What follows belongs to an exercise in optimizing a design on an open flow for small area and a short achievable clock period; a production flow would make more cautious choices. Where RTL was checked, it was by simulation tests only, not by an equivalence proof against the original. For runs 3 to 6, only the layout was checked, not whether the RTL still works. Power and IR drop assume default switching activity.

File: flow/design.v
module ld19_frame_core (
    input  wire         clk,
    input  wire         rst,         
    input  wire         in_valid,
    input  wire         in_eos,
    input  wire [7:0]   in_data,
    output wire         in_ready,
    input  wire         resume,      
    output reg          ev_valid,
    output reg  [2:0]   ev_kind,
    output wire [604:0] ev_payload
);
    localparam [18:0] MOD = 19'd396000;
    function [7:0] crc8_table(input [7:0] idx);
        integer i;
        reg [7:0] c;
        begin
            c = idx;
            for (i = 0; i < 8; i = i + 1)
                c = c[7] ? ((c << 1) ^ 8'h4D) : (c << 1);
            crc8_table = c;
        end
    endfunction
    reg  [7:0]  r [0:47];     
    reg  [18:0] g [0:11];     
    reg         rdy;
    reg         tq, eq;       
    reg  [7:0]  dq;           
    reg  [7:0]  aux8;         
    reg  [5:0]  ph;           
    reg  [5:0]  bcnt;         
    reg         rd;           
    reg         fd;           
    reg         ended;
    reg         pd, pi, pe;   
    reg         cln;          
    reg         run;          
    reg         angok;        
    reg         fresh;        
    reg  [7:0]  crc;
    reg  [17:0] x;            
    reg  [20:0] lin;          
    assign in_ready = rdy;
    wire take = in_valid & rdy;
    wire [5:0] ph_inc = (ph == 6'd47) ? 6'd0 : ph + 6'd1;
    wire s_eos = tq & eq;
    wire s_byt = tq & ~eq;
    wire s_hdr = s_byt & ~rd & (dq == 8'h54);
    wire s_des = s_byt & ~rd & (dq != 8'h54);
    wire s_fb  = s_byt & rd;                     
    wire s_ins = s_fb & (bcnt <= 6'd46);         
    wire f_evt = rd & (ph == 6'd9) & (fd | (s_fb & (bcnt == 6'd48)));
    wire start  = rd & ~angok & (ph == 6'd34);
    wire gphase = (ph >= 6'd46) || (ph <= 6'd9);
    wire gload  = run & rd & gphase;
    wire [20:0] lin_m1 = lin - {2'b00, MOD};
    wire [20:0] lin_m2 = lin - {1'b0, MOD, 1'b0};
    wire [18:0] ang_r  = !lin_m2[20] ? lin_m2[18:0] :
                         !lin_m1[20] ? lin_m1[18:0] : lin[18:0];
    wire [15:0] e_val = {r[0], r[1]};
    wire [17:0] d0 = {2'b00, e_val} - x;
    wire [17:0] d1 = {2'b00, e_val} - x + 18'd36000;
    wire [17:0] dval = d0[17] ? d1 : d0;
    wire valid_cmp = (crc == r[0]);
    integer i;
    always @(posedge clk) begin
        for (i = 1; i < 48; i = i + 1)
            r[i] <= r[i-1];
        if (rst)
            r[0] <= 8'd0;
        else if (s_ins)
            r[0] <= dq;
        else if (rd && ph == 6'd0)
            r[0] <= {7'd0, valid_cmp};
        else if (rd)
            r[0] <= r[47];
        else
            r[0] <= 8'd0;
        for (i = 1; i < 12; i = i + 1)
            g[i] <= g[i-1];
        if (rst)
            g[0] <= 19'd0;
        else if (gload)
            g[0] <= ang_r;
        else if (rd)
            g[0] <= g[11];
        else
            g[0] <= 19'd0;
        if (start)
            x <= {2'b00, r[27], r[28]};
        else if (ph == 6'd45)
            x <= dval;
        lin <= start ? 21'd0 : lin + {{3{x[17]}}, x};
        if (s_hdr)
            crc <= 8'hEE;
        else if (fresh)
            crc <= crc8_table(crc ^ r[0]);
        dq <= in_data;
        eq <= in_eos;
    end
    reg [5:0] n_ph, n_bcnt;
    reg       n_rd, n_fd, n_ended, n_pd, n_pi, n_pe, n_cln;
    reg       n_ev;
    reg [2:0] n_kind;
    reg       r_idle;     
    reg       r_cont;     
    always @(*) begin
        n_ph    = ph_inc;
        n_bcnt  = bcnt;
        n_rd    = rd;
        n_fd    = fd;
        n_ended = ended & ~resume;
        n_pd    = pd;
        n_pi    = pi;
        n_pe    = pe;
        n_cln   = cln | (~rd & (ph == 6'd47));
        n_ev    = 1'b0;
        n_kind  = ev_kind;
        if (rd) begin
            if (s_eos) begin
                n_rd    = 1'b0;
                n_fd    = 1'b0;
                n_ph    = 6'd0;
                n_cln   = 1'b0;
                n_ended = 1'b1;
                n_pi    = 1'b1;
            end else if (f_evt) begin
                n_ev    = 1'b1;
                n_kind  = 3'd2;
                n_rd    = 1'b0;
                n_fd    = 1'b0;
                n_ph    = 6'd0;
                n_cln   = 1'b0;
            end else if (s_fb) begin
                if (bcnt == 6'd48)
                    n_fd = 1'b1;
                else
                    n_bcnt = bcnt + 6'd1;
            end
        end else begin
            if (s_eos) begin
                n_ended = 1'b1;
                if (cln) begin
                    n_ev   = 1'b1;
                    n_kind = 3'd5;
                end else
                    n_pe = 1'b1;
            end else if (s_hdr) begin
                n_rd   = 1'b1;
                n_ph   = 6'd1;
                n_bcnt = 6'd1;
                n_cln  = 1'b0;
            end else if (s_des) begin
                if (cln) begin
                    n_ev   = 1'b1;
                    n_kind = 3'd1;
                end else
                    n_pd = 1'b1;
            end else if (cln && pi) begin
                n_ev   = 1'b1;
                n_kind = 3'd4;
                n_pi   = 1'b0;
                n_pe   = 1'b1;
            end else if (cln && pe) begin
                n_ev   = 1'b1;
                n_kind = 3'd5;
                n_pe   = 1'b0;
            end else if (cln && pd) begin
                n_ev   = 1'b1;
                n_kind = 3'd1;
                n_pd   = 1'b0;
            end
        end
        r_idle = n_rd ? (~n_fd & ((n_bcnt >= 6'd47) | (n_ph == n_bcnt)))
                      : (~n_ended & ~n_pd & ~n_pi & ~n_pe);
        r_cont = rd & ~s_eos & ~f_evt & ((bcnt + {5'd0, tq}) <= 6'd47);
    end
    always @(posedge clk) begin
        if (rst) begin
            rdy      <= 1'b0;
            tq       <= 1'b0;
            aux8     <= 8'd0;
            ph       <= 6'd0;
            bcnt     <= 6'd0;
            rd       <= 1'b0;
            fd       <= 1'b0;
            ended    <= 1'b0;
            pd       <= 1'b0;
            pi       <= 1'b0;
            pe       <= 1'b0;
            cln      <= 1'b0;
            run      <= 1'b0;
            angok    <= 1'b0;
            fresh    <= 1'b0;
            ev_valid <= 1'b0;
            ev_kind  <= 3'd0;
        end else begin
            rdy      <= take ? (~in_eos & r_cont) : r_idle;
            tq       <= take;
            ph       <= n_ph;
            bcnt     <= n_bcnt;
            rd       <= n_rd;
            fd       <= n_fd;
            ended    <= n_ended;
            pd       <= n_pd;
            pi       <= n_pi;
            pe       <= n_pe;
            cln      <= n_cln;
            ev_valid <= n_ev;
            ev_kind  <= n_kind;
            fresh    <= s_ins & (bcnt <= 6'd45);
            if (s_hdr)
                angok <= 1'b0;
            else if (rd && run && ph == 6'd45)
                angok <= (bcnt >= 6'd44);
            if (start)
                run <= 1'b1;
            else if (s_hdr || ph == 6'd9)
                run <= 1'b0;
            if ((s_fb && bcnt == 6'd6) || s_des)
                aux8 <= dq;
            else if (rd && s_eos)
                aux8 <= {2'b00, bcnt};
            else if (ev_valid)
                aux8 <= 8'd0;
        end
    end
    function integer st(input integer j);
        st = (8 - j + 48) % 48;
    endfunction
    genvar k;
    generate
        for (k = 0; k < 12; k = k + 1) begin : pts
            if (k == 0)
                assign ev_payload[7:0] = aux8;
            else
                assign ev_payload[43*k +: 8] = r[st(6 + 3*k)];
            assign ev_payload[43*k + 8  +: 8]  = r[st(7 + 3*k)];
            assign ev_payload[43*k + 16 +: 8]  = r[st(8 + 3*k)];
            assign ev_payload[43*k + 24 +: 19] = g[11 - k];
        end
    endgenerate
    assign ev_payload[523:516] = {1'b0, ev_kind[1], 1'b0, ev_kind[1], 1'b0, ev_kind[1], 2'b00};
    assign ev_payload[531:524] = r[st(1)];
    assign ev_payload[547:532] = {r[st(3)],  r[st(2)]};
    assign ev_payload[563:548] = {r[st(5)],  r[st(4)]};
    assign ev_payload[579:564] = {r[st(43)], r[st(42)]};
    assign ev_payload[595:580] = {r[st(45)], r[st(44)]};
    assign ev_payload[603:596] = r[st(46)];
    assign ev_payload[604]     = r[st(47)][0];
endmodule
File: flow/flow/run.sh
#!/bin/bash
set -euo pipefail
export BUFFER_PORTS_ARGS="-buffer_cell sky130_fd_sc_hd__buf_1"
export CTS_ARGS="-sink_clustering_enable -repair_clock_nets -dont_use_dummy_load -sink_clustering_size 30 -sink_clustering_max_diameter 70"
bash standard.sh > standard.log 2>&1
File: flow/config.mk
export PLATFORM = sky130hd
export DESIGN_NAME = ld19_frame_core
export DESIGN_NICKNAME = ld19_frame_core
export VERILOG_FILES = /design/flow/design.v
export SDC_FILE = /design/flow/constraint.sdc
export NUM_CORES = 4
export LEC_CHECK = 0
export CAP_MARGIN = 20
export CORE_MARGIN = 2
export CORE_UTILIZATION = 72
export SLEW_MARGIN = 20
File: flow/standard.sh
#!/bin/bash
# synth_recipe.tcl (not shown) runs the flow's synth.tcl, then flattens the netlist and writes it again
# the make line also repeats each setting of config.mk as NAME=value (left out here)
make -C /OpenROAD-flow-scripts/flow DESIGN_CONFIG=/design/flow/config.mk WORK_HOME=/design/flow/orfs CLKGATE_MAP_FILE= SYNTH_SCRIPT=/design/flow/synth_recipe.tcl "${@:-finish}"
File: flow/constraint.sdc
create_clock -name core_clock -period 12.0 [get_ports {clk}]
set_input_delay 2.4000 -clock core_clock [delete_from_list [all_inputs] [get_ports {clk}]]
set_output_delay 2.4000 -clock core_clock [all_outputs]
set_load 0.01 [all_outputs]
==> results.cfg, run 1 <==
[yosys]
ys_ff_latch = 704
yosysMostFrequentCell = dfxtp_1
async_flop_share = 0
synth-edff-count = 16
yosysTopAreaCell = dfxtp_1
synthTopCellsByCount = dfxtp_1 (688), nor2_1 (94), nand2_1 (89), a21oi_1 (76), xnor2_1 (51)
yosys_warnings = 3
yosysSeqAreaShare = 0.739
syn_area_um2 = 19300
synth_top_cell_area_share = 0.714
syn_inst = 1516
ys.flop_type = dfxtp_1
ys_types = 78
syn_avg_cell_area_um2 = 12.7
synthTopCellsByArea = dfxtp_1 (71%), ha_1 (3.2%), edfxtp_1 (2.5%)

[floorplanning]
die_width_um = 168
dieHeight_um = 168
fp-row-count = 59
start_util = 0.736

[run_status]
outcome = stopped before the end
error_line = [ERROR PPL-0024] Number of IO pins (623) exceeds maximum number of available positions (598). Increase the die perimeter from 670.70um to 847.28um.
stop_stage = I/O pin placement (3_2_place_iop)
-- kinds of logic after synthesis --
family | after synthesis | synth area share
xor+xnor | 82 | 0.0372
fa+ha+maj | 52 | 0.0345
flops | 704 | 0.739
simple gates | 333 | 0.0834
mux | 7 | 0.00376
other cells | 1 | 0.000194
compound gates | 245 | 0.0816
buf+inv | 92 | 0.0204
==> run 2: changes to the inputs <==
--- a/flow/config.mk
+++ b/flow/config.mk
@@ -9,3 +9,3 @@
 export CORE_MARGIN = 2
-export CORE_UTILIZATION = 72
+export CORE_UTILIZATION = 65
 export SLEW_MARGIN = 20
==> results.cfg, run 2 <==
[run_status]
outcome = no timing/DRC/antenna violations

[timing]
fin_crit_sh = 0.310
worst_slew_pin_slew_ps = 993
hold_violations = 0
rsz0062_at_grt = no
layout_min_cycle_time_ps = 3720
relSlewSlack = 0.333
tns_ps = 0
slew_violations = 0
finalSetupViolCount = 0
clock-skew-final_ps = 59.0
max_freq_mhz = 269

[setup_path]
cp_max_fo = 8
crit_type = reg2out
cpMaxStageDelayCell = dfxtp_1
worstPathCellList = buf_1
crit_buf_inv = 1
crit_family = flip-flops
crit_path_end_kind = primary output
arrival_ps = 1320
worstSetupStartpointType = flop
required_ps = 9600
slowest_delay_ps = 490

[layout]
regMostFlops = r
fillCellCount = 1968
largest_reg_flops = 384
final_cell_mix = dfxtp_1 (688), buf_1 (616), nor2_1 (94)
area_growth_pct = 18.1
nets = 2198
reg_top3 = r: 384 flops, g: 228 flops, lin: 21 flops
fin_util = 0.775
drive_above_1_share = 0.0253
antenna_cells = 0
mostFrequentLayoutCell = dfxtp_1

[global_route]
grt_overflow = 0
grt_max_degree = 53
antenna_found_initial = 1
grtUsageTotal = 0.317
first_global_vias = 12822
grt_pass1_wl_um = 74800

[clocking]
postCtsSetupRepairBufs = 0
root_buffer = clkbuf_16
cts_tree = built
cts_buffer_depth = 3
ctsResizeCount = 0
cts.clk_slew.worst_paths_ps = 110
holdBufCountCts = 0
cts_made_buffers = 34
htreeDepth = 2
clock-sinks = 704
clkLatencyLatePin_ps = 540

[job]
cap_violations = 0

[yosys]
synth-edff-count = 16
syn_avg_cell_area_um2 = 12.7
yosys_warnings = 3
syn_inst = 1516
async_flop_share = 0
ys.flop_type = dfxtp_1
synthTopCellsByArea = dfxtp_1 (71%), ha_1 (3.2%), edfxtp_1 (2.5%)
synthTopCellsByCount = dfxtp_1 (688), nor2_1 (94), nand2_1 (89), a21oi_1 (76), xnor2_1 (51)
yosysMostFrequentCell = dfxtp_1
ys_types = 78
synth_top_cell_area_share = 0.714
syn_area_um2 = 19300
yosysSeqAreaShare = 0.739
ys_ff_latch = 704
yosysTopAreaCell = dfxtp_1

[floorplanning]
dieHeight_um = 176
start_util = 0.656
fp.coreArea_um2 = 29400
fp-row-count = 63
die_width_um = 176
io_pins = 623
dieArea_um2 = 31100

[place]
io_buffers = 617
gp_congestion = 0.952
hpwl_um = 39500

[routing]
drt_iter0_drc = 897
avgRoutedWirePerCell_um = 20.7
ant_nets = 0
num_vias = 13563
wl_um = 52200
viasPerCell = 5.38
drc = 0
firstDrtPassIters = 5

[power_and_ir_drop]
power_density_nw_per_um2 = 182
power_leakage_nw = 8.87
finalPower_w = 0.00416
vdd_drop_max_mv = 0.180

[hold_path]
hp-class = reg2reg
[run 2: cell counts after synthesis]
Identical to the previous run, type by type.
[run 2: cells by family after synthesis]
group | Yosys count | synth area share
AOI/OAI and AO/OA | 245 | 0.0816
xor gates and xnor gates | 82 | 0.0372
buffers and inverters | 92 | 0.0204
DFF | 704 | 0.739
adders and majority gates | 52 | 0.0345
other | 1 | 0.000194
and+or+nand+nor | 333 | 0.0834
muxes | 7 | 0.00376
[run 2: path summary, 6_finish.rpt]
path	start	endpoint	slack, ps	cells past startpoint
hold / removal	r[2][3]$_DFF_P_	r[3][3]$_DFF_P_	290	0
hold reg to reg	r[2][3]$_DFF_P_	r[3][3]$_DFF_P_	290	0
setup reg to reg	rd$_SDFF_PP0_	rdy$_SDFF_PP0_	8380	9
setup / recovery	ev_valid$_SDFF_PP0_	ev_valid	8280	1
[run 2: routing by layer]
layer,global-route usage,up-vias,part of all wire
li1,-,6339,-
met1,0.392,6545,0.40
met5,0,-,0.00021
met2,0.560,573,0.50
met3,0.0549,104,0.067
met4,0.114,2,0.036
[run 2: worst register-to-register path: cells and delay by family, from the launching register on]
family / cells / cell delay (ps)
AO/OA/AOI/OAI: 4 / 840
XOR/XNOR: 1 / 200
buffers and inverters: 1 / 300
flip-flops: 1 / 880
AND/OR/NAND/NOR: 3 / 1300
[run 2: through the flow]
stage | area (um2) | hold slack, ps | cells | setup WS, ps
after detailed placement | 21900 | 313 | 2487 | 8190
after global placement | 21900 | 312 | 2487 | 7860
after floorplan | 19300 | 310 | 1520 | 8610
after global routing | 22800 | 285 | 2521 | 8190
final | 22800 | 291 | 2521 | 8280
after CTS | 22800 | 292 | 2521 | 8240
[run 2: cell type report]
class | count | area (um2) | area share
inverters | 49 | 185 | 0.00813
flip-flops and latches | 704 | 14300 | 0.626
repair buffers | 620 | 2340 | 0.103
clock buffers | 34 | 851 | 0.0373
multi-input cells | 724 | 4670 | 0.205
well taps | 390 | 488 | 0.0214
[run 2: power by group]
group / switching [W] / leakage (nW) / internal [W]
combinational: 0.000288 / 2.75 / 0.000226
sequential: 0.0000687 / 5.70 / 0.00239
clock: 0.000673 / 0.419 / 0.000510
total: 0.00103 / 8.87 / 0.00313
==> run 3: changes to the inputs <==
--- a/flow/design.v
+++ b/flow/design.v
@@ -32,2 +32,4 @@
     reg         rd;           
+    reg         rdd;          
+    reg         evq;          
     reg         fd;           
@@ -51,4 +53,5 @@
     wire s_ins = s_fb & (bcnt <= 6'd46);         
-    wire f_evt = rd & (ph == 6'd9) & (fd | (s_fb & (bcnt == 6'd48)));
+    wire f_evt = rd & (ph == 6'd1) & angok & ~run & (fd | (s_fb & (bcnt == 6'd48)));
     wire start  = rd & ~angok & (ph == 6'd34);
+    wire lds    = rd & ~angok & (ph == 6'd7);    
     wire gphase = (ph >= 6'd46) || (ph <= 6'd9);
@@ -72,5 +75,5 @@
             r[0] <= dq;
-        else if (rd && ph == 6'd0)
+        else if (rdd && ph == 6'd0)
             r[0] <= {7'd0, valid_cmp};
-        else if (rd)
+        else if (rdd)
             r[0] <= r[47];
@@ -84,3 +87,3 @@
             g[0] <= ang_r;
-        else if (rd)
+        else if (rdd)
             g[0] <= g[11];
@@ -88,4 +91,4 @@
             g[0] <= 19'd0;
-        if (start)
-            x <= {2'b00, r[27], r[28]};
+        if (lds)
+            x <= {2'b00, r[0], r[1]};
         else if (ph == 6'd45)
@@ -185,2 +188,4 @@
             rd       <= 1'b0;
+            rdd      <= 1'b0;
+            evq      <= 1'b0;
             fd       <= 1'b0;
@@ -202,2 +207,4 @@
             rd       <= n_rd;
+            rdd      <= n_rd;
+            evq      <= n_ev;
             fd       <= n_fd;
@@ -223,3 +230,3 @@
                 aux8 <= {2'b00, bcnt};
-            else if (ev_valid)
+            else if (evq)
                 aux8 <= 8'd0;
@@ -228,3 +235,3 @@
     function integer st(input integer j);
-        st = (8 - j + 48) % 48;
+        st = (48 - j) % 48;
     endfunction
@@ -239,3 +246,3 @@
             assign ev_payload[43*k + 16 +: 8]  = r[st(8 + 3*k)];
-            assign ev_payload[43*k + 24 +: 19] = g[11 - k];
+            assign ev_payload[43*k + 24 +: 19] = g[(15 - k) % 12];
         end
==> results.cfg, run 3 <==
[run_status]
outcome = no timing/DRC/antenna violations

[clocking]
cts.clk_slew.worst_paths_ps = 100
root_buffer = clkbuf_16
cts_tree = built
ctsResizeCount = 0
cts_buffer_depth = 3
postCtsSetupRepairBufs = 0
htreeDepth = 1
clkLatencyLatePin_ps = 600
cts_made_buffers = 31
holdBufCountCts = 0
clock-sinks = 704

[setup_path]
cpMaxStageDelayCell = dfxtp_1
slowest_delay_ps = 400
ff2ff_path_depth = 14
worstPathCellList = buf_1
cp-startpoint = r[1][0]$_DFF_P_
crit_path_end_kind = primary output
crit_buf_inv = 1
crit_type = reg2out
cp_max_fo = 4
required_ps = 9600
rr_endpoint = x[15]$_DFFE_PP_
arrival_ps = 1360
r2r-start = r[1][0]$_DFF_P_
r2r_slack_ps = 8500
worstSetupStartpointType = flop
crit_family = flip-flops

[yosys]
async_flop_share = 0
ys_types = 84
ys_ff_latch = 704
synthTopCellsByArea = dfxtp_1 (71%), ha_1 (3.2%), edfxtp_1 (2.5%)
synth-edff-count = 16
yosysSeqAreaShare = 0.731
syn_area_um2 = 19500
yosys_warnings = 3
yosysMostFrequentCell = dfxtp_1
yosysTopAreaCell = dfxtp_1
ys.flop_type = dfxtp_1
synthTopCellsByCount = dfxtp_1 (688), nor2_1 (125), a21oi_1 (85), nand2_1 (71)
syn_inst = 1534
synth_top_cell_area_share = 0.706
syn_avg_cell_area_um2 = 12.7

[layout]
reg_top3 = r: 384 flops, g: 228 flops, lin: 21 flops
drive_above_1_share = 0.0322
final_cell_mix = dfxtp_1 (688), buf_1 (616), nor2_1 (125)
nets = 2208
mostFrequentLayoutCell = dfxtp_1
largest_reg_flops = 384
regMostFlops = r
area_growth_pct = 17.3

[place]
hpwl_um = 35900
io_buffers = 617
gp_congestion = 0.880
place_ws_ps = 8060

[global_route]
grt_overflow = 0
grt_pass1_wl_um = 72500
first_global_vias = 12933
antenna_found_initial = 1
grtUsageTotal = 0.295
grt_max_degree = 62

[hold_path]
hp-start = r[34][3]$_DFF_P_
hp-class = reg2reg
hold_end = r[35][3]$_DFF_P_
hold_depth = 0

[routing]
firstDrtPassIters = 7
ant_nets = 0
drc = 0
avgRoutedWirePerCell_um = 19.2
wl_um = 48600
drt_iter0_drc = 746
num_vias = 13238
viasPerCell = 5.23

[timing]
max_freq_mhz = 266
relSlewSlack = 0.476
worst_slack_ps = 8240
worst_slew_pin_slew_ps = 766
tns_ps = 0
fin_crit_sh = 0.313
finalSetupViolCount = 0
clock-skew-final_ps = 55.9
slew_violations = 0
hold_violations = 0
rsz0062_at_grt = no
layout_min_cycle_time_ps = 3760

[power_and_ir_drop]
power_leakage_nw = 8.92
vdd_drop_max_mv = 0.171
power_density_nw_per_um2 = 178

[floorplanning]
fp.coreArea_um2 = 29600
io_pins = 623
start_util = 0.660
die_width_um = 177
fp-row-count = 63
dieHeight_um = 177
dieArea_um2 = 31400

[job]
cap_violations = 0
==> run 3: changes by cell type in the layout (fill, tap and decap cells not counted), moves of 6 or more <==
cell / change
a31oi_1: +11
nand2_1: -18
o21ai_1: -30
a21oi_1: +9
nor3_1: +6
o21ai_0: +18
a22o_1: -13
nor2_1: +31
nor4_1: -6
a211oi_1: -10
a22oi_1: +6
==> run 3: layer usage <==
metal / track usage / up-vias / share of wire
li1: - / 6350 / -
met1: 0.354 / 6353 / 0.40
met2: 0.529 / 450 / 0.51
met3: 0.0685 / 85 / 0.069
met4: 0.0847 / 0 / 0.025
met5: 0 / - / 0
==> run 3: final cells by class <==
class	instances	area [um2]
inverters	40	150
multi-input cells	745	4870
well taps	390	488
flip-flops and latches	704	14300
fillers	1962	6670
repair buffers	621	2350
clock buffers	31	776
diodes	2	5.00
==> run 3: worst max-delay path by stage <==
stage	slack, ps	end	depth (start not counted)
after floorplan	8500	rdy$_SDFF_PP0_	5
after global placement	8120	rdy$_SDFF_PP0_	6
after detailed placement	8060	rdy$_SDFF_PP0_	6
after CTS	8230	ev_payload[604]	1
after global routing	8150	ev_payload[604]	1
final	8240	ev_payload[604]	1
==> run 3: kinds of logic after synthesis <==
kind of cell,synth area share
adders and majority gates,0.0341
muxes,0.00487
AOI/OAI and AO/OA,0.0793
buffers and inverters,0.0207
xor gates and xnor gates,0.0409
DFF,0.731
other,0.000192
and+or+nand+nor,0.0893
==> run 3: power by group <==
part | internal (W) | switching [W] | leakage [nW]
logic | 0.000230 | 0.000259 | 2.84
clock network | 0.000460 | 0.000664 | 0.382
registers | 0.00239 | 0.0000774 | 5.70
==> run 3: metrics by stage <==
| step | total power [W] | util | hold slack, ps | instance area, um2 | std cells |
|---|---|---|---|---|---|
| finish | 0.00408 | 0.774 | 295 | 22900 | 2533 |
| global route | 0.00424 | 0.774 | 303 | 22900 | 2532 |
| CTS | 0.00409 | 0.774 | 296 | 22900 | 2531 |
| detailed placement | 0.00300 | 0.748 | 314 | 22100 | 2500 |
| global placement | 0.00298 | 0.748 | 311 | 22100 | 2500 |
| floorplan | 0.00292 | - | 310 | 19500 | 1538 |
==> run 4: changes to the inputs <==
--- a/flow/design.v
+++ b/flow/design.v
@@ -32,4 +32,2 @@
     reg         rd;           
-    reg         rdd;          
-    reg         evq;          
     reg         fd;           
@@ -40,3 +38,4 @@
     reg         angok;        
-    reg         fresh;        
+    reg         vflag;        
+    reg         evq;          
     reg  [7:0]  crc;
@@ -53,6 +52,5 @@
     wire s_ins = s_fb & (bcnt <= 6'd46);         
-    wire f_evt = rd & (ph == 6'd1) & angok & ~run & (fd | (s_fb & (bcnt == 6'd48)));
-    wire start  = rd & ~angok & (ph == 6'd34);
-    wire lds    = rd & ~angok & (ph == 6'd7);    
-    wire gphase = (ph >= 6'd46) || (ph <= 6'd9);
+    wire f_evt = rd & (ph == 6'd8) & (fd | (s_fb & (bcnt == 6'd48)));
+    wire start  = rd & ~angok & (ph == 6'd33);
+    wire gphase = (ph >= 6'd45) || (ph <= 6'd8);
     wire gload  = run & rd & gphase;
@@ -62,3 +60,3 @@
                          !lin_m1[20] ? lin_m1[18:0] : lin[18:0];
-    wire [15:0] e_val = {r[0], r[1]};
+    wire [15:0] e_val = {dq, r[0]};
     wire [17:0] d0 = {2'b00, e_val} - x;
@@ -66,3 +64,2 @@
     wire [17:0] dval = d0[17] ? d1 : d0;
-    wire valid_cmp = (crc == r[0]);
     integer i;
@@ -75,5 +72,5 @@
             r[0] <= dq;
-        else if (rdd && ph == 6'd0)
-            r[0] <= {7'd0, valid_cmp};
-        else if (rdd)
+        else if (rd && ph == 6'd0)
+            r[0] <= {7'd0, vflag};
+        else if (rd)
             r[0] <= r[47];
@@ -87,3 +84,3 @@
             g[0] <= ang_r;
-        else if (rdd)
+        else if (rd)
             g[0] <= g[11];
@@ -91,5 +88,5 @@
             g[0] <= 19'd0;
-        if (lds)
-            x <= {2'b00, r[0], r[1]};
-        else if (ph == 6'd45)
+        if (start)
+            x <= {2'b00, r[26], r[27]};
+        else if (ph == 6'd44)
             x <= dval;
@@ -98,4 +95,6 @@
             crc <= 8'hEE;
-        else if (fresh)
-            crc <= crc8_table(crc ^ r[0]);
+        else if (s_fb && bcnt <= 6'd45)
+            crc <= crc8_table(crc ^ dq);
+        if (s_fb && bcnt == 6'd46)
+            vflag <= (crc == dq);
         dq <= in_data;
@@ -188,4 +187,2 @@
             rd       <= 1'b0;
-            rdd      <= 1'b0;
-            evq      <= 1'b0;
             fd       <= 1'b0;
@@ -198,4 +195,4 @@
             angok    <= 1'b0;
-            fresh    <= 1'b0;
             ev_valid <= 1'b0;
+            evq      <= 1'b0;
             ev_kind  <= 3'd0;
@@ -207,4 +204,2 @@
             rd       <= n_rd;
-            rdd      <= n_rd;
-            evq      <= n_ev;
             fd       <= n_fd;
@@ -217,10 +212,10 @@
             ev_kind  <= n_kind;
-            fresh    <= s_ins & (bcnt <= 6'd45);
+            evq      <= n_ev;
             if (s_hdr)
                 angok <= 1'b0;
-            else if (rd && run && ph == 6'd45)
-                angok <= (bcnt >= 6'd44);
+            else if (rd && run && ph == 6'd44)
+                angok <= s_fb & (bcnt == 6'd43);
             if (start)
                 run <= 1'b1;
-            else if (s_hdr || ph == 6'd9)
+            else if (s_hdr || ph == 6'd8)
                 run <= 1'b0;
@@ -235,3 +230,3 @@
     function integer st(input integer j);
-        st = (48 - j) % 48;
+        st = (7 - j + 48) % 48;
     endfunction
@@ -246,3 +241,3 @@
             assign ev_payload[43*k + 16 +: 8]  = r[st(8 + 3*k)];
-            assign ev_payload[43*k + 24 +: 19] = g[(15 - k) % 12];
+            assign ev_payload[43*k + 24 +: 19] = g[11 - k];
         end
==> results.cfg, run 4 <==
[clocking]
cts.clk_slew.worst_paths_ps = 100
cts_made_buffers = 34
holdBufCountCts = 0
clkLatencyLatePin_ps = 550
clock-sinks = 704
cts_tree = built
ctsResizeCount = 0
postCtsSetupRepairBufs = 0
root_buffer = clkbuf_16
htreeDepth = 2
cts_buffer_depth = 3

[yosys]
ys_types = 74
synthTopCellsByCount = dfxtp_1 (687), nor2_1 (108), a21oi_1 (96), nand2_1 (76), xnor2_1 (55)
syn_inst = 1527
yosys_warnings = 3
synthTopCellsByArea = dfxtp_1 (71%), ha_1 (3.2%), edfxtp_1 (2.6%)
yosysMostFrequentCell = dfxtp_1
async_flop_share = 0
ys.flop_type = dfxtp_1
ys_ff_latch = 704
synth-edff-count = 17
yosysSeqAreaShare = 0.735
synth_top_cell_area_share = 0.709
syn_area_um2 = 19400
yosysTopAreaCell = dfxtp_1
syn_avg_cell_area_um2 = 12.7

[power_and_ir_drop]
finalPower_w = 0.00417
vdd_drop_max_mv = 0.165
power_leakage_nw = 8.77
power_density_nw_per_um2 = 182

[floorplanning]
dieArea_um2 = 31300
dieHeight_um = 177
fp.coreArea_um2 = 29600
fp-row-count = 63
start_util = 0.657
die_width_um = 177
io_pins = 623

[place]
place_area_um2 = 22000
hpwl_um = 40900
gp_congestion = 0.927
io_buffers = 617
place_ws_ps = 8470

[layout]
nets = 2202
design_area_um2 = 22900
final_cell_mix = dfxtp_1 (687), buf_1 (616), nor2_1 (108)
regMostFlops = r
antenna_cells = 0
largest_reg_flops = 384
reg_top3 = r: 384 flops, g: 228 flops, lin: 21 flops
mostFrequentLayoutCell = dfxtp_1
multi_input_comb_area_um2 = 4800
seq_area_um2 = 14300
area_growth_pct = 18.0
fillCellCount = 1929
drive_above_1_share = 0.0276

[setup_path]
slowest_delay_ps = 400
required_ps = 9600
worstSetupStartpointType = flop
r2r_slack_ps = 8320
cp_max_fo = 3
crit_buf_inv = 1
cp-startpoint = r[0][0]$_SDFF_PP0_
arrival_ps = 1280
crit_path_end_kind = primary output
rr_endpoint = x[13]$_DFFE_PP_
crit_family = flip-flops
ff2ff_path_depth = 12
worstPathCellList = buf_1
crit_type = reg2out
r2r-start = x[4]$_DFFE_PP_
cpMaxStageDelayCell = dfxtp_1

[timing]
fin_crit_sh = 0.307
rsz0062_at_grt = no
hold_violations = 0
finalSetupViolCount = 0
worst_slew_pin_slew_ps = 1030
clock-skew-final_ps = 88.3
relSlewSlack = 0.309
worst_slack_ps = 8320
slew_violations = 0
layout_min_cycle_time_ps = 3680
tns_ps = 0
max_freq_mhz = 272

[routing]
firstDrtPassIters = 5
avgRoutedWirePerCell_um = 21.1
wl_um = 53200
drt_iter0_drc = 924
viasPerCell = 5.37
drc = 0
num_vias = 13572
ant_nets = 0

[run_status]
outcome = no timing/DRC/antenna violations

[hold_path]
hp-class = reg2reg
hold_end = r[2][6]$_DFF_P_
hold_depth = 0
hp-start = r[1][6]$_DFF_P_

[global_route]
first_global_vias = 13035
grt_overflow = 0
antenna_found_initial = 1
grtUsageTotal = 0.328
grt_max_degree = 64
grt_pass1_wl_um = 77700

[job]
cap_violations = 0
-- run 4: layout make-up --
cell class              instances  area share
flip-flops and latches        704       0.623
multi-input cells             737       0.209
repair buffers                622       0.103
clock buffers                  34      0.0372
well taps                     390      0.0213
inverters                      39     0.00639
-- run 4: per-layer routing --
metal	track usage	wire (um)	up-vias
met4	0.0758	991	0
met5	0	0	-
met2	0.554	25800	581
li1	-	-	6339
met3	0.0659	4120	72
met1	0.438	22300	6580
-- run 4: cells by family (layout without fill, tap and decap cells) --
kind of cell	after synthesis	in the layout	share of synthesized area
simple gates	335	335	0.0824
other cells	1	5	0.000193
compound gates	250	250	0.0855
buf+inv	90	695	0.0198
xor+xnor	91	91	0.0411
fa+ha+maj	51	51	0.0336
flops	704	704	0.735
mux	5	5	0.00264
-- run 4: worst max path at each step --
stage	end	cells after the start
floorplan	rdy$_SDFF_PP0_	6
global placement	rdy$_SDFF_PP0_	4
detailed placement	x[13]$_DFFE_PP_	12
CTS	ev_payload[14]	1
global route	x[13]$_DFFE_PP_	12
finish	ev_payload[8]	1
-- run 4: through the flow --
| step | instances | util | hold slack, ps |
|---|---|---|---|
| after floorplan | 1531 | - | 310 |
| after global placement | 2492 | 0.745 | 311 |
| after detailed placement | 2492 | 0.746 | 312 |
| after CTS | 2526 | 0.774 | 294 |
| after global routing | 2526 | 0.775 | 294 |
| final | 2526 | 0.775 | 286 |
-- run 4: power breakdown --
| group | switching [W] | internal (W) | total (W) |
|---|---|---|---|
| clock network | 0.000676 | 0.000510 | 0.00119 |
| logic | 0.000282 | 0.000234 | 0.000516 |
| registers | 0.0000812 | 0.00239 | 0.00247 |
| total | 0.00104 | 0.00313 | 0.00417 |
==> run 5: changes to the inputs <==
--- a/flow/design.v
+++ b/flow/design.v
@@ -38,4 +38,3 @@
     reg         angok;        
-    reg         vflag;        
-    reg         evq;          
+    reg         fresh;        
     reg  [7:0]  crc;
@@ -52,6 +51,6 @@
     wire s_ins = s_fb & (bcnt <= 6'd46);         
-    wire f_evt = rd & (ph == 6'd8) & (fd | (s_fb & (bcnt == 6'd48)));
-    wire start  = rd & ~angok & (ph == 6'd33);
-    wire gphase = (ph >= 6'd45) || (ph <= 6'd8);
-    wire gload  = run & rd & gphase;
+    wire f_evt = rd & (ph == 6'd11) & (fd | (s_fb & (bcnt == 6'd48)));
+    wire start  = rd & ~angok & (ph == 6'd32);
+    wire gload  = run & rd & (ph <= 6'd11);
+    wire addx   = ((ph >= 6'd33) && (ph <= 6'd43)) || (ph <= 6'd10);
     wire [20:0] lin_m1 = lin - {2'b00, MOD};
@@ -60,6 +59,10 @@
                          !lin_m1[20] ? lin_m1[18:0] : lin[18:0];
-    wire [15:0] e_val = {dq, r[0]};
-    wire [17:0] d0 = {2'b00, e_val} - x;
-    wire [17:0] d1 = {2'b00, e_val} - x + 18'd36000;
-    wire [17:0] dval = d0[17] ? d1 : d0;
+    reg        cb;       
+    reg        wrap;     
+    wire       bsub  = (ph == 6'd44) || (ph == 6'd45);
+    wire [7:0] b_a   = bsub ? r[0] : ((ph == 6'd46) ? x[7:0] : x[15:8]);
+    wire [7:0] b_b   = bsub ? ~r[38] : (wrap ? ((ph == 6'd46) ? 8'hA0 : 8'h8C) : 8'h00);
+    wire       b_ci  = (ph == 6'd44) | ((ph != 6'd46) & cb);
+    wire [8:0] b_sum = {1'b0, b_a} + {1'b0, b_b} + {8'd0, b_ci};
+    wire valid_cmp = (crc == r[0]);
     integer i;
@@ -73,3 +76,3 @@
         else if (rd && ph == 6'd0)
-            r[0] <= {7'd0, vflag};
+            r[0] <= {7'd0, valid_cmp};
         else if (rd)
@@ -89,12 +92,19 @@
         if (start)
-            x <= {2'b00, r[26], r[27]};
-        else if (ph == 6'd44)
-            x <= dval;
-        lin <= start ? 21'd0 : lin + {{3{x[17]}}, x};
+            x <= {2'b00, r[25], r[26]};
+        else begin
+            if (ph == 6'd44 || ph == 6'd46)
+                x[7:0] <= b_sum[7:0];
+            if (ph == 6'd45 || ph == 6'd47)
+                x[15:8] <= b_sum[7:0];
+            if (ph == 6'd47)
+                x[17:16] <= {2{wrap & ~b_sum[8]}};
+        end
+        cb <= b_sum[8];
+        if (ph == 6'd45)
+            wrap <= ~b_sum[8];
+        lin <= start ? 21'd0 : lin + (addx ? {{3{x[17]}}, x} : 21'd0);
         if (s_hdr)
             crc <= 8'hEE;
-        else if (s_fb && bcnt <= 6'd45)
-            crc <= crc8_table(crc ^ dq);
-        if (s_fb && bcnt == 6'd46)
-            vflag <= (crc == dq);
+        else if (fresh)
+            crc <= crc8_table(crc ^ r[0]);
         dq <= in_data;
@@ -195,4 +205,4 @@
             angok    <= 1'b0;
+            fresh    <= 1'b0;
             ev_valid <= 1'b0;
-            evq      <= 1'b0;
             ev_kind  <= 3'd0;
@@ -212,10 +222,10 @@
             ev_kind  <= n_kind;
-            evq      <= n_ev;
+            fresh    <= s_ins & (bcnt <= 6'd45);
             if (s_hdr)
                 angok <= 1'b0;
-            else if (rd && run && ph == 6'd44)
-                angok <= s_fb & (bcnt == 6'd43);
+            else if (rd && run && ph == 6'd45)
+                angok <= (bcnt >= 6'd44);
             if (start)
                 run <= 1'b1;
-            else if (s_hdr || ph == 6'd8)
+            else if (s_hdr || ph == 6'd11)
                 run <= 1'b0;
@@ -225,3 +235,3 @@
                 aux8 <= {2'b00, bcnt};
-            else if (evq)
+            else if (ev_valid)
                 aux8 <= 8'd0;
@@ -230,3 +240,3 @@
     function integer st(input integer j);
-        st = (7 - j + 48) % 48;
+        st = (10 - j + 48) % 48;
     endfunction
==> results.cfg, run 5 <==
[hold_path]
hp-start = r[10][6]$_DFF_P_
hold_depth = 0
hp-class = reg2reg
hold_end = r[11][6]$_DFF_P_

[global_route]
grt_overflow = 0
grtUsageTotal = 0.324
grt_pass1_wl_um = 76200
antenna_found_initial = 3
first_global_vias = 12852
grt_max_degree = 69

[clocking]
cts_buffer_depth = 3
cts.clk_slew.worst_paths_ps = 100
ctsResizeCount = 0
postCtsSetupRepairBufs = 0
clock-sinks = 705
holdBufCountCts = 0
cts_made_buffers = 29
root_buffer = clkbuf_16
cts_tree = built
htreeDepth = 1
clkLatencyLatePin_ps = 610

[setup_path]
arrival_ps = 5010
cp_max_fo = 17
r2r_slack_ps = 7480
crit_path_end_kind = flop
crit_type = reg2reg
ff2ff_path_depth = 15
r2r-start = ph[1]$_SDFF_PP0_
worstSetupStartpointType = flop
cp-startpoint = ph[1]$_SDFF_PP0_
required_ps = 12480
rr_endpoint = lin[20]$_SDFF_PP0_

[routing]
drt_iter0_drc = 930
num_vias = 13303
drc = 0
firstDrtPassIters = 5
viasPerCell = 5.33
ant_nets = 0
wl_um = 52500
avgRoutedWirePerCell_um = 21.1

[run_status]
outcome = no timing/DRC/antenna violations

[yosys]
yosysTopAreaCell = dfxtp_1
yosys_warnings = 3
synthTopCellsByArea = dfxtp_1 (72%), ha_1 (2.7%), edfxtp_1 (2.7%)
ys_ff_latch = 705
syn_area_um2 = 19200
ys.flop_type = dfxtp_1
syn_avg_cell_area_um2 = 12.8
async_flop_share = 0
yosysSeqAreaShare = 0.743
syn_inst = 1504
yosysMostFrequentCell = dfxtp_1
synthTopCellsByCount = dfxtp_1 (688), nand2_1 (88), nor2_1 (86), a21oi_1 (69), o21ai_0 (44)
ys_types = 75
synth_top_cell_area_share = 0.717
synth-edff-count = 17

[place]
gp_congestion = 0.927
io_buffers = 617
hpwl_um = 40600

[layout]
regMostFlops = r
fin_util = 0.780
area_growth_pct = 17.5
drive_above_1_share = 0.0232
mostFrequentLayoutCell = dfxtp_1
nets = 2167
largest_reg_flops = 384
reg_top3 = r: 384 flops, g: 228 flops, lin: 21 flops
final_cell_mix = dfxtp_1 (688), buf_1 (616), nand2_1 (88)

[timing]
max_freq_mhz = 221
tns_ps = 0
hold_violations = 0
fin_crit_sh = 0.377
relSlewSlack = 0.396
finalSetupViolCount = 0
rsz0062_at_grt = no
slew_violations = 0
worst_slew_pin_slew_ps = 905
layout_min_cycle_time_ps = 4520
clock-skew-final_ps = 77.0

[floorplanning]
dieArea_um2 = 31000
fp.coreArea_um2 = 28900
fp-row-count = 62
dieHeight_um = 176
start_util = 0.664
die_width_um = 176
io_pins = 623

[power_and_ir_drop]
power_density_nw_per_um2 = 180
vdd_drop_max_mv = 0.174
power_leakage_nw = 8.73

[job]
cap_violations = 0
==> run 5: cells by family (layout without fill, tap and decap cells) <==
family / count (synthesis) / in the layout / synth area share
buffers and inverters: 78 / 678 / 0.0174
AOI/OAI and AO/OA: 234 / 234 / 0.0793
other: 1 / 7 / 0.000195
muxes: 14 / 14 / 0.00736
DFF: 705 / 705 / 0.743
xor gates and xnor gates: 55 / 55 / 0.0255
and+or+nand+nor: 373 / 373 / 0.0972
adders and majority gates: 44 / 44 / 0.0298
==> run 5: how the worst max path moves through the flow <==
stage / end / slack (ps) / cells past startpoint
5_1_grt: lin[20]$_SDFF_PP0_ / 7180 / 15
4_1_cts: lin[20]$_SDFF_PP0_ / 7510 / 15
3_3_place_gp: lin[20]$_SDFF_PP0_ / 7750 / 15
6_report: lin[20]$_SDFF_PP0_ / 7480 / 15
3_5_place_dp: lin[20]$_SDFF_PP0_ / 7550 / 15
2_1_floorplan: lin[20]$_SDFF_PP0_ / 8190 / 16
==> run 5: critical path, stage by stage, from the launching register on <==
cell	delay, ps
dfxtp_1	430
ha_1	320
nor2b_1	90
a211o_1	300
o22a_1	200
nor2_1	580
and2_1	230
ha_1	280
a21o_1	190
a21o_1	160
a2111oi_0	570
o21ai_0	220
o211ai_1	210
a41oi_1	150
or3_1	320
a21oi_1	150
==> run 5: routing by layer <==
layer / global-route usage / vias up / routed length (um)
met5: 0 / - / 0
met4: 0.139 / 0 / 2480
met3: 0.0715 / 121 / 3900
met2: 0.555 / 586 / 25700
met1: 0.396 / 6299 / 20500
li1: - / 6297 / -
==> run 5: per-stage QoR <==
stage	hold WS, ps	cells	worst slack [ps]	power [W]	cell area (um2)
2_1_floorplan	310	1508	8190	0.00289	19200
3_3_place_gp	310	2463	7750	0.00299	21800
3_5_place_dp	312	2463	7550	0.00300	21800
4_1_cts	316	2492	7510	0.00405	22600
5_1_grt	319	2494	7180	0.00420	22600
6_report	320	2494	7480	0.00406	22600
==> run 5: where the power goes <==
group	internal, W	switching (W)
Clock	0.000433	0.000660
Combinational	0.000208	0.000280
Sequential	0.00239	0.0000831
Total	0.00303	0.00102
==> run 5: cell type report <==
class                           instances  area [um2]
Sequential cell                       705       14300
Fill cell                            1932        6360
Multi-Input combinational cell        725        4630
Antenna cell                            2        5.00
Timing Repair Buffer                  621        2350
Clock buffer                           29         726
Tap cell                              384         480
Inverter                               28         105
==> run 6: changes to the inputs <==
--- a/flow/design.v
+++ b/flow/design.v
@@ -32,2 +32,5 @@
     reg         rd;           
+    reg         vflag;        
+    reg         hdr1;         
+    reg         vok;          
     reg         fd;           
@@ -51,6 +54,7 @@
     wire s_ins = s_fb & (bcnt <= 6'd46);         
-    wire f_evt = rd & (ph == 6'd11) & (fd | (s_fb & (bcnt == 6'd48)));
-    wire start  = rd & ~angok & (ph == 6'd32);
-    wire gload  = run & rd & (ph <= 6'd11);
-    wire addx   = ((ph >= 6'd33) && (ph <= 6'd43)) || (ph <= 6'd10);
+    wire f_evt = rd & (ph == 6'd1) & angok & ~run & vok & (fd | (s_fb & (bcnt == 6'd48)));
+    wire start  = rd & ~angok & (ph == 6'd34);
+    wire lds    = rd & ~angok & (ph == 6'd7);    
+    wire gphase = (ph >= 6'd46) || (ph <= 6'd9);
+    wire gload  = run & rd & gphase;
     wire [20:0] lin_m1 = lin - {2'b00, MOD};
@@ -59,9 +63,6 @@
                          !lin_m1[20] ? lin_m1[18:0] : lin[18:0];
-    reg        cb;       
-    reg        wrap;     
-    wire       bsub  = (ph == 6'd44) || (ph == 6'd45);
-    wire [7:0] b_a   = bsub ? r[0] : ((ph == 6'd46) ? x[7:0] : x[15:8]);
-    wire [7:0] b_b   = bsub ? ~r[38] : (wrap ? ((ph == 6'd46) ? 8'hA0 : 8'h8C) : 8'h00);
-    wire       b_ci  = (ph == 6'd44) | ((ph != 6'd46) & cb);
-    wire [8:0] b_sum = {1'b0, b_a} + {1'b0, b_b} + {8'd0, b_ci};
+    wire [15:0] e_val = {r[0], r[1]};
+    wire [17:0] d0 = {2'b00, e_val} - x;
+    wire [17:0] d1 = {2'b00, e_val} - x + 18'd36000;
+    wire [17:0] dval = d0[17] ? d1 : d0;
     wire valid_cmp = (crc == r[0]);
@@ -75,4 +76,4 @@
             r[0] <= dq;
-        else if (rd && ph == 6'd0)
-            r[0] <= {7'd0, valid_cmp};
+        else if (rd && ph == 6'd7 && bcnt >= 6'd47)
+            r[0] <= {7'd0, vflag};        
         else if (rd)
@@ -91,16 +92,9 @@
             g[0] <= 19'd0;
-        if (start)
-            x <= {2'b00, r[25], r[26]};
-        else begin
-            if (ph == 6'd44 || ph == 6'd46)
-                x[7:0] <= b_sum[7:0];
-            if (ph == 6'd45 || ph == 6'd47)
-                x[15:8] <= b_sum[7:0];
-            if (ph == 6'd47)
-                x[17:16] <= {2{wrap & ~b_sum[8]}};
-        end
-        cb <= b_sum[8];
-        if (ph == 6'd45)
-            wrap <= ~b_sum[8];
-        lin <= start ? 21'd0 : lin + (addx ? {{3{x[17]}}, x} : 21'd0);
+        if (lds)
+            x <= {2'b00, r[0], r[1]};
+        else if (ph == 6'd45)
+            x <= dval;
+        lin <= start ? 21'd0 : lin + {{3{x[17]}}, x};
+        if (ph == 6'd0)
+            vflag <= valid_cmp;
         if (s_hdr)
@@ -129,3 +123,3 @@
         n_ev    = 1'b0;
-        n_kind  = ev_kind;
+        n_kind  = 3'd2;
         if (rd) begin
@@ -140,3 +134,2 @@
                 n_ev    = 1'b1;
-                n_kind  = 3'd2;
                 n_rd    = 1'b0;
@@ -185,4 +178,10 @@
         end
-        r_idle = n_rd ? (~n_fd & ((n_bcnt >= 6'd47) | (n_ph == n_bcnt)))
-                      : (~n_ended & ~n_pd & ~n_pi & ~n_pe);
+        if (rd & ~s_eos & ~f_evt)
+            r_idle = ~fd & ~(s_fb & (bcnt == 6'd48)) &
+                     ((bcnt >= 6'd47) | (s_fb & (bcnt >= 6'd46)) |
+                      (s_fb ? (ph == bcnt) : (ph_inc == bcnt)));
+        else if (s_hdr)
+            r_idle = 1'b1;
+        else
+            r_idle = ~n_ended & ~n_pd & ~n_pi & ~n_pe & ~n_rd;
         r_cont = rd & ~s_eos & ~f_evt & ((bcnt + {5'd0, tq}) <= 6'd47);
@@ -197,2 +196,4 @@
             rd       <= 1'b0;
+            hdr1     <= 1'b0;
+            vok      <= 1'b0;
             fd       <= 1'b0;
@@ -214,2 +215,3 @@
             rd       <= n_rd;
+            hdr1     <= f_evt & ~s_eos;
             fd       <= n_fd;
@@ -224,2 +226,6 @@
             if (s_hdr)
+                vok <= 1'b0;
+            else if (rd && ph == 6'd7 && bcnt >= 6'd47)
+                vok <= 1'b1;
+            if (s_hdr)
                 angok <= 1'b0;
@@ -229,3 +235,3 @@
                 run <= 1'b1;
-            else if (s_hdr || ph == 6'd11)
+            else if (s_hdr || ph == 6'd9)
                 run <= 1'b0;
@@ -235,3 +241,3 @@
                 aux8 <= {2'b00, bcnt};
-            else if (ev_valid)
+            else if (n_ev && n_kind == 3'd5)
                 aux8 <= 8'd0;
@@ -240,3 +246,3 @@
     function integer st(input integer j);
-        st = (10 - j + 48) % 48;
+        st = (48 - j) % 48;
     endfunction
@@ -251,6 +257,6 @@
             assign ev_payload[43*k + 16 +: 8]  = r[st(8 + 3*k)];
-            assign ev_payload[43*k + 24 +: 19] = g[11 - k];
+            assign ev_payload[43*k + 24 +: 19] = g[(15 - k) % 12];
         end
     endgenerate
-    assign ev_payload[523:516] = {1'b0, ev_kind[1], 1'b0, ev_kind[1], 1'b0, ev_kind[1], 2'b00};
+    assign ev_payload[523:516] = {1'b0, hdr1, 1'b0, hdr1, 1'b0, hdr1, 2'b00};
     assign ev_payload[531:524] = r[st(1)];
@@ -261,3 +267,3 @@
     assign ev_payload[603:596] = r[st(46)];
-    assign ev_payload[604]     = r[st(47)][0];
+    assign ev_payload[604]     = r[st(6)][0];
 endmodule
==> results.cfg, run 6 <==
[power_and_ir_drop]
comb_power_share = 0.114
vdd_drop_max_mv = 0.162
swShare = 0.243
power.internal_w = 0.00305
switching_power_w = 0.000981
power_density_nw_per_um2 = 176
p_clk_frac = 0.277
power_leakage_nw = 8.95
finalPower_w = 0.00404
seqPwrFrac = 0.608

[setup_path]
cpMaxStageDelayCell = dfxtp_1
crit_type = reg2out
cp_max_fo = 2
crit_buf_inv = 1
required_ps = 9600
arrival_ps = 1210
crit_family = flip-flops
slowest_delay_ps = 440
crit_path_end_kind = primary output
worstSetupStartpointType = flop
worstPathCellList = buf_1

[timing]
hold_violations = 0
rsz0062_at_grt = no
layout_min_cycle_time_ps = 3610
slew_violations = 0
finalSetupViolCount = 0
tns_ps = 0
worst_slew_pin_slew_ps = 1020
max_freq_mhz = 277
relSlewSlack = 0.321
clock-skew-final_ps = 51.1
fin_crit_sh = 0.301
worst_slack_ps = 8390

[yosys]
ys.flop_type = dfxtp_1
syn_inst = 1514
yosysSeqAreaShare = 0.731
synthTopCellsByCount = dfxtp_1 (690), nor2_1 (90), nand2_1 (79), xnor2_1 (59), a21oi_1 (53)
synthTopCellsByArea = dfxtp_1 (70%), ha_1 (3.3%), xnor2_1 (2.6%)
synth_top_cell_area_share = 0.705
syn_avg_cell_area_um2 = 12.9
synth-edff-count = 17
yosysMostFrequentCell = dfxtp_1
yosys_warnings = 3
syn_area_um2 = 19600
ys_ff_latch = 707
yosysTopAreaCell = dfxtp_1
async_flop_share = 0
ys_types = 83

[routing]
firstDrtPassIters = 5
drc = 0
drt_iter0_drc = 746
viasPerCell = 5.26
num_vias = 13174
wl_um = 47800
avgRoutedWirePerCell_um = 19.1
ant_nets = 0

[clocking]
root_buffer = clkbuf_16
htreeDepth = 1
cts_made_buffers = 31
ctsResizeCount = 0
clock-sinks = 707
postCtsSetupRepairBufs = 0
cts.clk_slew.worst_paths_ps = 110
holdBufCountCts = 0
cts_tree = built
cts_buffer_depth = 3
clkLatencyLatePin_ps = 590

[global_route]
grtUsageTotal = 0.286
antenna_found_initial = 0
grt_pass1_wl_um = 70000
grt_overflow = 0
grt_max_degree = 43
first_global_vias = 12652

[hold_path]
hp-class = reg2reg

[place]
place_ws_ps = 7610
io_buffers = 617
gp_congestion = 0.871
hpwl_um = 36100

[floorplanning]
dieHeight_um = 178
dieArea_um2 = 31600
io_pins = 623
fp-row-count = 63
fp.coreArea_um2 = 29600
die_width_um = 178
start_util = 0.661

[layout]
drive_above_1_share = 0.0369
regMostFlops = r
nets = 2184
largest_reg_flops = 384
mostFrequentLayoutCell = dfxtp_1
reg_top3 = r: 384 flops, g: 228 flops, lin: 21 flops
antenna_cells = 0
final_cell_mix = dfxtp_1 (690), buf_1 (616), nor2_1 (90)
area_growth_pct = 17.2

[run_status]
outcome = no timing/DRC/antenna violations

[job]
cap_violations = 0
==> run 6: cell types whose count changed in the layout (fill, tap and decap cells not counted), moves of 11 or more <==
| cell | change |
|---|---|
| xor2_1 | +11 |
| nor3_1 | -17 |
| nand3_1 | -19 |
| xnor2_1 | +20 |
| a21oi_1 | -16 |
| inv_1 | +15 |
| a22oi_1 | +12 |
| and2_1 | -24 |
| a22o_1 | +12 |
==> run 6: worst paths after layout <==
check | start | end | slack, ps | depth (start not counted)
max | g[11][14]$_DFF_P_ | ev_payload[210] | 8390 | 1
min | r[22][7]$_DFF_P_ | r[23][7]$_DFF_P_ | 290 | 0
max reg2reg | x[0]$_DFFE_PP_ | x[15]$_DFFE_PP_ | 8700 | 12
min reg2reg | r[22][7]$_DFF_P_ | r[23][7]$_DFF_P_ | 290 | 0
==> run 6: logic make-up (layout without fill, tap and decap cells) <==
family / after synthesis / after routing / synth area share
muxes: 7 / 7 / 0.00383
other: 1 / 5 / 0.000191
DFF: 707 / 707 / 0.731
adders and majority gates: 53 / 53 / 0.0346
and+or+nand+nor: 317 / 317 / 0.0796
AOI/OAI and AO/OA: 243 / 243 / 0.0884
buffers and inverters: 97 / 695 / 0.0214
xor gates and xnor gates: 89 / 89 / 0.0413
==> run 6: metrics by stage <==
step / util / cell area [um2] / hold WS, ps / cells
global route: 0.775 / 23000 / 291 / 2506
global placement: 0.749 / 22200 / 311 / 2475
detailed placement: 0.749 / 22200 / 312 / 2475
floorplan: - / 19600 / 310 / 1518
finish: 0.775 / 23000 / 291 / 2506
CTS: 0.775 / 23000 / 301 / 2506
==> run 6: final cells by class <==
type / instances / area, um2
sequential: 707 / 14300
multi-input combinational: 714 / 4890
clock buffer: 31 / 776
inverter: 44 / 165
tap: 390 / 488
timing repair buffer: 620 / 2340
fill: 1941 / 6660
==> run 6: routing by layer <==
layer  global-route usage  routed length, um
met2                0.526              24800
met4               0.0652                869
met3               0.0529               3360
met5                    0                  0
met1                0.347              18800
==> run 6: power groups by stage <==
stage                     clock, W  combinational, W  sequential, W
after floorplan                  0          0.000386        0.00248
after detailed placement         0          0.000448        0.00251
after global placement           0          0.000435        0.00251
after global routing       0.00121          0.000514        0.00246
after CTS                  0.00113          0.000454        0.00245
final                      0.00112          0.000462        0.00245

afterwards: timing with drivers on the ports:
No port has a modelled driver above. Below, the same layouts with a new extraction and two added sets of constraints. Step 1 (the two cells are an assumption about what drives the block):
set clk [get_ports {clk}]
set_driving_cell -lib_cell sky130_fd_sc_hd__clkbuf_16 $clk
set_driving_cell -lib_cell sky130_fd_sc_hd__buf_2 [delete_from_list [all_inputs] $clk]
Step 2 also shifts input and output timing later by t, the mid clock arrival at the registers, as if the neighbouring blocks saw the same clock. Slacks: ideal ports / drivers / drivers and shift; pairs: ideal ports / drivers.
| run | t (ns) | slack for setup (ns) | worst hold slack (ns) |
|---|---|---|---|
| run 2 | 0.571 | 8.280 / 8.224 / 8.168 | 0.291 / 0.291 / 0.291 |
| run 3 | 0.623 | 8.242 / 8.189 / 8.078 | 0.295 / 0.295 / 0.295 |
| run 4 | 0.567 | 8.317 / 8.260 / 8.325 | 0.286 / 0.286 / 0.286 |
| run 5 | 0.625 | 7.476 / 7.476 / 7.476 | 0.320 / 0.320 / 0.320 |
| run 6 | 0.623 | 8.386 / 8.331 / 7.833 | 0.291 / 0.291 / 0.291 |
After both steps every run listed still meets setup and hold. For run 6, which loses most, drivers alone change the setup slack by -0.055 ns; drivers and shift together by -0.553 ns.
